This is an optimization exercise on Yosys and OpenROAD, whose aim is small area, not a production implementation.
Only simulation tests tie the RTL to the original design; equivalence was not proved.
No activity file was given, so power comes from the tool's default toggle rates.

**design/flow/design.v**
```verilog
module wavegen (
    input  wire        clk,
    input  wire        rst,             
    input  wire [7:0]  cmd,
    input  wire        cmd_valid,
    output wire        cmd_ready,
    output reg         pin,
    output wire        running,
    output wire [31:0] freq_out,
    output wire [31:0] inc_out,
    output wire [7:0]  duty_high_out,
    output wire [7:0]  duty_low_out
);
    localparam [26:0] SYSTEM_CLOCK_HZ = 27'd125_000_000;
    localparam [23:0] FREQ_MIN   = 24'd1_000;
    localparam [23:0] FREQ_MAX   = 24'd10_000_000;
    localparam [23:0] INC_SMALL  = 24'd1_000;
    localparam [23:0] INC_LARGE  = 24'd10_000;
    localparam [23:0] RESET_FREQ = 24'd20_000;
    localparam [6:0]  RESET_DUTY = 7'd50;
    localparam        FIFO_DEPTH = 4;
    localparam [1:0] PH_IDLE    = 2'd0;
    localparam [1:0] PH_RUNNING = 2'd1;
    localparam [1:0] PH_STOPPED = 2'd2;
    reg [23:0] freq;         
    reg        inc_sel;      
    reg [6:0]  duty;         
    reg [1:0]  phase;
    reg [23:0] freq_seen;
    reg [6:0]  duty_seen;
    reg [15:0] clkdiv;       
    reg [9:0]  pattern;      
    reg [9:0]  fifo [0:FIFO_DEPTH-1];
    reg [2:0]  fifo_cnt;
    reg [9:0]  osr;
    reg [3:0]  osr_rem;
    reg [15:0] tick_cnt;
    wire [3:0] op   = cmd[7:4];
    wire       sel  = cmd[0];
    wire       zero = (cmd[3:1] == 3'b000);
    wire       accept = cmd_valid && cmd_ready;
    wire c_start = accept && zero && op == 4'h1 && !sel;
    wire c_inc   = accept && zero && op == 4'h2;
    wire c_dec   = accept && zero && op == 4'h3;
    wire c_sel   = accept && zero && op == 4'h4;
    wire c_step  = accept && zero && op == 4'h5 && !sel;
    wire c_sync  = accept && zero && op == 4'h6 && !sel;
    wire c_stop  = accept && zero && op == 4'h7 && !sel;
    wire [23:0] by = sel ? INC_LARGE : INC_SMALL;
    reg [23:0] freq_next;
    always @(*) begin
        if (c_inc)
            freq_next = (freq + by > FREQ_MAX) ? FREQ_MAX : freq + by;
        else if (freq >= by + FREQ_MIN)
            freq_next = freq - by;
        else
            freq_next = FREQ_MIN;
    end
    reg         div_busy;
    reg  [4:0]  div_step;
    reg  [26:0] div_rem;
    reg  [26:0] div_quo;
    reg  [26:0] divisor;
    reg  [15:0] div_int;
    wire [27:0] div_trial = {div_rem, SYSTEM_CLOCK_HZ[div_step]} - {1'b0, divisor};
    wire [26:0] quo_next  = {div_quo[25:0], !div_trial[27]};
    always @(posedge clk) begin
        if (rst) begin
            div_busy <= 1'b1;
            div_step <= 5'd26;
            div_rem  <= 27'd0;
            divisor  <= RESET_FREQ * 4'd10;
        end else if (c_inc || c_dec) begin
            div_busy <= 1'b1;
            div_step <= 5'd26;
            div_rem  <= 27'd0;
            divisor  <= freq_next * 4'd10;
        end else if (div_busy) begin
            if (div_trial[27])
                div_rem <= {div_rem[25:0], SYSTEM_CLOCK_HZ[div_step]};
            else
                div_rem <= div_trial[26:0];
            div_quo  <= quo_next;
            div_step <= div_step - 5'd1;
            if (div_step == 5'd0) begin
                div_busy <= 1'b0;
                div_int  <= quo_next[15:0] + 16'd1;
            end
        end
    end
    function [9:0] encode;
        input [6:0] d;
        begin
            case (d)
                7'd10:   encode = 10'b10_0000_0000;
                7'd20:   encode = 10'b11_0000_0000;
                7'd30:   encode = 10'b11_1000_0000;
                7'd40:   encode = 10'b11_1100_0000;
                7'd50:   encode = 10'b11_1110_0000;
                7'd60:   encode = 10'b11_1111_0000;
                7'd70:   encode = 10'b11_1111_1000;
                7'd80:   encode = 10'b11_1111_1100;
                7'd90:   encode = 10'b11_1111_1110;
                default: encode = 10'b00_0000_0000;
            endcase
        end
    endfunction
    wire [9:0] duty_pattern = encode(duty);
    always @(posedge clk) begin
        if (rst) begin
            freq    <= RESET_FREQ;
            inc_sel <= 1'b1;
            duty    <= RESET_DUTY;
            phase   <= PH_IDLE;
        end else begin
            if (c_inc || c_dec)
                freq <= freq_next;
            if (c_sel)
                inc_sel <= sel;
            if (c_step) begin
                if (duty == 7'd90)
                    duty <= 7'd10;
                else
                    duty <= duty + 7'd10;
            end
            if (c_start && phase != PH_RUNNING)
                phase <= PH_RUNNING;
            if (c_stop && phase == PH_RUNNING)
                phase <= PH_STOPPED;
        end
    end
    wire is_running = (phase == PH_RUNNING);
    wire do_start   = c_start && !is_running;
    wire do_sync    = c_sync && is_running;
    always @(posedge clk) begin
        if (do_start) begin
            clkdiv    <= div_int;
            freq_seen <= freq;
            pattern   <= duty_pattern;
            duty_seen <= duty;
        end else if (do_sync) begin
            if (freq != freq_seen) begin
                clkdiv    <= div_int;
                freq_seen <= freq;
            end
            if (duty != duty_seen) begin
                pattern   <= duty_pattern;
                duty_seen <= duty;
            end
        end
    end
    wire tick = is_running && (tick_cnt == 16'd0);
    wire pull = tick && (osr_rem == 4'd0) && (fifo_cnt != 3'd0);
    wire push = is_running && (fifo_cnt < FIFO_DEPTH);
    integer i;
    always @(posedge clk) begin
        if (rst) begin
            pin <= 1'b0;
        end else if (do_start) begin
            pin      <= 1'b1;
            osr_rem  <= 4'd0;
            fifo_cnt <= 3'd0;
            tick_cnt <= div_int - 16'd1;
        end else if (is_running && !c_stop) begin
            if (tick_cnt == 16'd0)
                tick_cnt <= clkdiv - 16'd1;
            else
                tick_cnt <= tick_cnt - 16'd1;
            if (tick) begin
                if (osr_rem == 4'd0) begin
                    if (fifo_cnt != 3'd0) begin
                        pin     <= fifo[0][0];
                        osr     <= {1'b0, fifo[0][9:1]};
                        osr_rem <= 4'd9;
                    end
                end else begin
                    pin     <= osr[0];
                    osr     <= {1'b0, osr[9:1]};
                    osr_rem <= osr_rem - 4'd1;
                end
            end
            if (pull) begin
                for (i = 0; i < FIFO_DEPTH - 1; i = i + 1)
                    fifo[i] <= fifo[i+1];
            end
            if (push)
                fifo[pull ? fifo_cnt - 3'd1 : fifo_cnt] <= pattern;
            fifo_cnt <= fifo_cnt + (push ? 3'd1 : 3'd0) - (pull ? 3'd1 : 3'd0);
        end
    end
    assign cmd_ready     = !div_busy;
    assign running       = is_running;
    assign freq_out      = {8'd0, freq};
    assign inc_out       = inc_sel ? 32'd10_000 : 32'd1_000;
    assign duty_high_out = {1'b0, duty};
    assign duty_low_out  = 8'd100 - {1'b0, duty};
endmodule
```
**design/flow/run.sh**
```bash
#!/bin/bash
# synth_recipe.tcl (not shown) runs the flow's synth.tcl, then flattens the netlist and writes it again
# the make line also repeats each setting of config.mk as NAME=value (left out here)
make -C /OpenROAD-flow-scripts/flow DESIGN_CONFIG=/design/flow/config.mk WORK_HOME=/design/flow/orfs CLKGATE_MAP_FILE= SYNTH_SCRIPT=/design/flow/synth_recipe.tcl finish
```
**design/flow/config.mk**
```make
export PLATFORM = sky130hd
export DESIGN_NAME = wavegen
export DESIGN_NICKNAME = wavegen
export VERILOG_FILES = /design/flow/design.v
export SDC_FILE = /design/flow/constraint.sdc
export NUM_CORES = 4
export LEC_CHECK = 0
export CAP_MARGIN = 20
export CORE_MARGIN = 2
export CORE_UTILIZATION = 40
export SLEW_MARGIN = 20
```
**design/flow/constraint.sdc**
```tcl
create_clock -name core_clock -period 8.0 [get_ports {clk}]
set_input_delay 1.6000 -clock core_clock [delete_from_list [all_inputs] [get_ports {clk}]]
set_output_delay 1.6000 -clock core_clock [all_outputs]
set_load 0.01 [all_outputs]
```
==> out/summary.txt <==
Area Growth Syn to Fin = 11.50%
RSZ-0062 raised after global routing = no
Status = finished clean
Nets = 1851
Max Clk Rate = 0.1394 GHz
Busiest layer in global routing = met2
Setup_tns = 0 ns
Global-route wire length before repair = 66230 um
Clk pin slew, worst setup/hold paths = 0.06 ns
Crit Path Max Fanout = 14
DR pass1 iterations = 5
Detailed Place HPWL = 29890 um
Cell with the most instances after synthesis = edfxtp_1
Fill count = 3824
Via count = 12.86k
Final Hold Fails = 0
Yosys warns = 1
Top FF cell, synth = edfxtp_1
Buffer and inverter count on the worst path = 4
Initial antenna violation count = 1
Post-Synthesis Cells = 1714
Row Count = 73
Global placer's final weighted congestion = 0.9580
Minimum clock period = 7.173 ns
Post-synthesis async set-or-reset flop share = 0%
Syn Area/Cell = 9.463 um^2
DRC Markers = 0
CP Class = in -> reg
Number of routed nets with antenna violations = 0
H-tree levels = 1
Ant. Diodes = 0
Final setup violation count = 0
Max-Cap Viols = 0
Die area = 42170 um^2
Resize count post-CTS = 0
Seq/Total Area, Yosys = 39.74%
#FFs+latches synth = 245
Max-slew violations = 0
Largest net degree at the start of global routing = 54
Ratio of cells with drive above 1 in the final layout = 9.659%
TritonCTS Buffers = 29
Mapped cell area = 16220 um^2
Finished Cell Area = 18080 um^2
Tcrit/Tclk final = 89.67%
Grt met3 use = 2.803%
Slowest stage delay, CP = 0.58 ns
Critical path's top delay family = compound AO/OA/AOI/OAI gates
Final WL = 41450 um
Fin Clk Skew = 0.01224 ns
Initial Util = 40.64%
Power density cells = 209.3 nW/um^2
Final Core Density = 45.31%
Leak = 6.775 nW
CP Cell Sequence = clkdlybuf4s50_1 > inv_1 > buf_4 > ha_1 > o2111ai_1 > a31oi_1 > o21ai_0 > o221a_2 > nor2_1 > o21ai_0 > a21oi_2 > buf_4 > nor2_1 > ha_1 > ha_1 > and3_1 > and3_1 > a221oi_1 > o21ai_0 > a21oi_1 > o21ai_0 > o211ai_1 > mux2i_1 > o31ai_1
Worst hold margin = 0.4487 ns
CP max-delay cell = ha_1
VDD IR-drop max = 0.0001896 V
Top post-synthesis cells by count = 154 x edfxtp_1, 133 x a21oi_1, 125 x nand2_1
CP Data Required Time = 8.44 ns
Die width = 205.4 um
Root Buffer = clkbuf_16
Critical Path Most Common Cell = o21ai_0
Core Box Area = 39910 um^2
Post-synth EDFFs = 154
Startpoint Class = input port
M1 GR Usage = 26.85%
Most area-hungry cell type in the Yosys netlist = edfxtp_1
Total Routing Usage GR = 19.67%
Wire per inst = 18.14 um
Distinct cell type count after synthesis = 102
Hold buffer count at CTS = 0
Top post-synthesis cells by area = edfxtp_1 29%, dfxtp_1 11%, ha_1 7.6%, xnor2_1 4.2%, a21oi_1 4.1%
CTS tree = yes
Placed cell area = 17100 um^2
Die H = 205.4 um
Least-Margin Pin Slew = 0.9160 ns
WP data arrival = 7.61 ns
Clock latency on the worst-skew pair = 0.57 ns
GR Overflow Total = 0
Initial drt markers = 904
Vias per cell = 5.627
GRT met2 Usage = 32.41%
Ports = 94
PortBufs = 57
HP Class = reg -> reg
Post-CTS Setup Inserts = 0
Max transition margin = 38.71%
CTS Sinks = 245
Crit. End Element = flip-flop
Top-area cell type share of the netlist area = 28.51%
Max clock buf depth = 3
Vias in the first global route = 12.30k
==> layer usage <==
metal	up-vias	wire (um)
li1	6272	-
met1	6181	19110
met2	326	19190
met3	76	2051
met4	2	1089
met5	-	9
==> kinds of logic after synthesis <==
kind of cell             count (synthesis)  share of synthesized area, %
adder cells (fa/ha/maj)                103                         8.177
AO/OA/AOI/OAI                          455                         18.48
AND/OR/NAND/NOR                        516                         16.33
flip-flops                             245                         39.74
multiplexers                            56                         3.741
buffers and inverters                  203                         6.194
XOR/XNOR                               134                         7.282
other                                    2                       0.04630
==> report_power, final <==
part | internal (mW) | switching [mW]
clock network | 0.766 | 0.566
logic | 0.430 | 0.559
registers | 1.41 | 0.0571
total | 2.60 | 1.18
==> placed cells by master (no fill, tap or decap), drive strengths merged, types with 6 or more instances in the layout <==
master,count
a211oi,12
a21o,24
a21oi,136
a31oi,28
and2,8
and3,18
buf,29
clkbuf,33
clkdlybuf4s50,56
clkinv,13
clkinvlp,6
conb,36
dfxtp,91
edfxtp,154
ha,98
inv,76
mux2,37
mux2i,19
nand2,125
nand2b,23
nand3,52
nand4,29
nor2,124
nor2b,19
nor3,48
nor3b,8
nor4,15
nor4b,6
o211ai,26
o21a,18
o21ai,102
o22ai,13
o31ai,19
or2,7
or3,19
xnor2,78
xor2,56
==> metrics by stage <==
stage | worst slack (ns) | instances | total power, mW
3_3_place_gp | 0.3821 | 2231 | 2.466
6_report | 0.8266 | 2285 | 3.786
3_5_place_dp | 0.3600 | 2231 | 2.481
2_1_floorplan | 1.342 | 1748 | 2.305
5_1_grt | 0.4160 | 2285 | 3.996
4_1_cts | 0.9591 | 2285 | 3.824
==> worst paths after layout <==
path / startpoint / to / slack (ns) / depth (start not counted)
worst max-delay path: cmd[0] / divisor[26] / 0.83 / 24
worst min-delay path: div_int[7] / clkdiv[7] / 0.45 / 0
worst max register to register: freq[11] / divisor[26] / 1.89 / 20
worst min register to register: div_int[7] / clkdiv[7] / 0.45 / 0
==> registers in the layout, indices dropped and copies added (netlist names), 2 cells and up <==
| name | flops |
|---|---|
| freq_seen | 24 |
| phase | 2 |
| duty | 6 |
| duty_seen | 6 |
| div_int | 16 |
| div_step | 5 |
| fifo | 36 |
| osr_rem | 4 |
| osr | 9 |
| div_rem | 27 |
| tick_cnt | 16 |
| pattern | 9 |
| fifo_cnt | 3 |
| div_quo | 15 |
| clkdiv | 16 |
| freq | 24 |
| divisor | 24 |
==> cell type report <==
class                   instances  area [um^2]  area share (%)
well taps                     525        656.9           3.632
clock inverters                21        195.2           1.079
flip-flops and latches        245         6447           35.65
multi-input cells            1300         8952           49.50
repair buffers                 85        775.7           4.289
clock buffers                  33        772.0           4.269
inverters                      76        285.3           1.577

[static timing again, ports no longer ideal]
In the flow no input, the clock included, has a driving cell. The finished layout below was timed again as built, in two steps.
Step 1, drivers: a clkbuf_16 drives clk and a buf_2 each remaining input, both assumed.
Step 2 also shifts input and output timing later by t, the mid clock arrival at the registers, as if the neighbouring blocks saw the same clock.
Three values: ideal, step 1, step 2; two values: the first two.
t, ns: 0.621
setup WS [ns]: 0.827 / 0.855 / 0.234
pins driven straight from the clock port: 1
After both steps this run still meets setup and hold. The setup slack of this run moves by +0.028 ns with the drivers and by -0.593 ns with both steps.
